This design comes from an exercise in tuning for small area, a short achievable clock period and few clock cycles per item on the open sky130 flow, not from production work.
In this exercise RTL edits were held to simulation tests only and were not proved equivalent to the original.

==> flow/design.v (excerpt) <==
module yuv2rgb (
    input  wire       clk,
    input  wire       rst,
    input  wire       in_valid,
    output wire       in_ready,
    input  wire [7:0] in_y,
    input  wire [7:0] in_u,
    input  wire [7:0] in_v,
    output wire       out_valid,
    input  wire       out_ready,
    output wire [7:0] out_r,
    output wire [7:0] out_g,
    output wire [7:0] out_b,
    output wire [7:0] out_luma
);
For scale: ~1000 cells after synthesis, roughly 110 flip-flops, roughly 13000 sq um of cells after synthesis.
clock: 16.0 ns
lec_check: 0
cap_margin: 20
core_margin: 2
core_utilization: 40
slew_margin: 20
synth_hierarchical: 1
synth_minimum_keep_size: 0
tns_end_percent: 10
standard.sh (not shown) runs the stock make flow with config.mk's settings and CLKGATE_MAP_FILE= SYNTH_SCRIPT=/design/flow/synth_recipe.tcl, a recipe that flattens the netlist after the stock synthesis.
==> flow/flow/run.sh <==
#!/bin/bash
# Standard ORFS layout (the standard.sh) with two changes in how it is made:
#  - the port buffers buffer_ports inserts are sky130_fd_sc_hd__buf_1 cells
#    (every input and output port still gets its own buffer);
#  - timing repair is asked to leave 11.0 ns of setup slack at the design's
#    16 ns clock, so the resizer works on the critical paths.
# Clock period, I/O constraints and all other steps are the standard ones.
set -euo pipefail
export BUFFER_PORTS_ARGS="-buffer_cell sky130_fd_sc_hd__buf_1"
bash standard.sh SETUP_SLACK_MARGIN=11.95 finish > standard_flow.log 2>&1
Testbench counts at the start, summed over its fixed seeds: cycles 16,024, items 16,000.
Change:
--- a/flow/flow/run.sh
+++ b/flow/flow/run.sh
@@ -10 +10 @@
-bash standard.sh SETUP_SLACK_MARGIN=11.95 finish > standard_flow.log 2>&1
+bash standard.sh SETUP_SLACK_MARGIN=11.7 finish > standard_flow.log 2>&1
After rerunning:
- global-route usage shrinks by 0.44 points
- first-iteration DRC count shrinks by about 1%
- wire length shrinks by about 1.2%
- design area shrinks by 0.93%
- sequential share of layout area grows by 0.19 points

Setup of run A:
yuv2rgb, a different RTL version from the one above (not shown whole).
For scale: about 110 flip-flops, roughly 12000 sq um of cells after synthesis.
Settings: LEC_CHECK=0, CAP_MARGIN=20, CORE_MARGIN=2, CORE_UTILIZATION=40, SLEW_MARGIN=20, SYNTH_HIERARCHICAL=1, SYNTH_MINIMUM_KEEP_SIZE=0; clock period 16.0 ns.
==> flow/flow/run.sh <==
#!/bin/bash
# Standard ORFS layout (the standard.sh) with two changes in how it is made:
#  - the port buffers buffer_ports inserts are sky130_fd_sc_hd__buf_1 cells
#    (every input and output port still gets its own buffer);
#  - timing repair is asked to leave 11.0 ns of setup slack at the design's
#    16 ns clock, so the resizer works on the critical paths.
# Clock period, I/O constraints and all other steps are the standard ones.
set -euo pipefail
export BUFFER_PORTS_ARGS="-buffer_cell sky130_fd_sc_hd__buf_1"
bash standard.sh SETUP_SLACK_MARGIN=11.6 finish > standard_flow.log 2>&1
Both conditions hold for run A: the flow ran to the end and the final layout passed the timing, design-rule and antenna checks.
Testbench counts of run A, summed over its fixed seeds: cycles 16,024, items 16,000.
The following lists how run B was set up differently from run A:
--- a/flow/flow/run.sh
+++ b/flow/flow/run.sh
@@ -8,3 +8,3 @@
 set -euo pipefail
 export BUFFER_PORTS_ARGS="-buffer_cell sky130_fd_sc_hd__buf_1"
-bash standard.sh SETUP_SLACK_MARGIN=11.6 finish > standard_flow.log 2>&1
+bash standard.sh SETUP_SLACK_MARGIN=11.8 finish > standard_flow.log 2>&1
## What came out
Re global-route usage: run B and run A aren't equal, and the higher value belongs to run B.
Compared with run A, run B shows total cell area at the placement stage that has gone up slightly.
Average routed wire per standard cell up 2.9% in run B wrt run A
Diff run A -> run B: non-filler instance count after layout moved up.
Looking at run B and run A, the number of placed cells counting well taps is a wash.
From run A to run B the numbers moved as follows: pin count of the biggest net entering global routing has decreased; combined buffer and inverter count along the critical path has decreased; final cycle utilization of the critical path has decreased.
Setup changes, run B to run C
--- a/flow/config.mk
+++ b/flow/config.mk
@@ -12,2 +12,3 @@
 export SYNTH_HIERARCHICAL = 1
 export SYNTH_MINIMUM_KEEP_SIZE = 0
+export TNS_END_PERCENT = 10
--- outcome ---
- When run C is set beside run B, its core utilization turns out to be 1.1 points smaller.
- Clock skew, run C and run B, lower one = run B.
- Against run B as the reference, run C delivers a lower routed length on met1.
- Run C finished every stage and its layout cleared the timing, design-rule and antenna checks.
- The initial antenna violation count number comes out lower for run C vs run B.
- Run C -> run B: hold slack flat
For run D, these inputs were changed with respect to run C:
--- a/flow/config.mk
+++ b/flow/config.mk
@@ -8,7 +8,6 @@
 export CAP_MARGIN = 20
 export CORE_MARGIN = 2
-export CORE_UTILIZATION = 40
+export CORE_UTILIZATION = 50
 export SLEW_MARGIN = 20
 export SYNTH_HIERARCHICAL = 1
 export SYNTH_MINIMUM_KEEP_SIZE = 0
-export TNS_END_PERCENT = 10
Results
Period utilization came out lower on run D than on run C. Compared with run C, in run D share of the core filled with cells in the final layout has increased; cell row count has decreased; wire length has increased. Summary of run D over run C: worst setup slack climbed 31 ps, final cell area excluding filler cells went up, non-clock buffer count increased about 12%, die area saw a decrease.

==> afterwards: timing with drivers on the ports <==
No port has a modelled driver above. Below, the same layouts with a new extraction and two added sets of constraints. Step 1: set_driving_cell puts a clkbuf_16 on clk and a buf_2 on each other input, an assumption about the parent block. Step 2 also shifts input and output timing later by t, the mid clock arrival at the registers, as if the neighbouring blocks saw the same clock. Three values: ideal ports, drivers, drivers and shift; two values: the first two.
run	t (ns)	slack for setup (ns)	worst setup path at the end
the first run of note 1	0.401	11.712 / 11.736 / 11.338	input to register
the second run of note 1	0.401	11.720 / 11.720 / 11.359	input to register
run A	0.405	11.453 / 11.453 / 11.453	register to register
run B	0.410	11.513 / 11.513 / 11.513	register to register
run C	0.411	11.487 / 11.487 / 11.487	register to register
run D	0.413	11.517 / 11.517 / 11.517	register to register
After both steps every run listed still meets setup and hold. The setup slack of the first run of note 1, which loses most, moves by +0.024 ns with the drivers and by -0.374 ns with both steps.
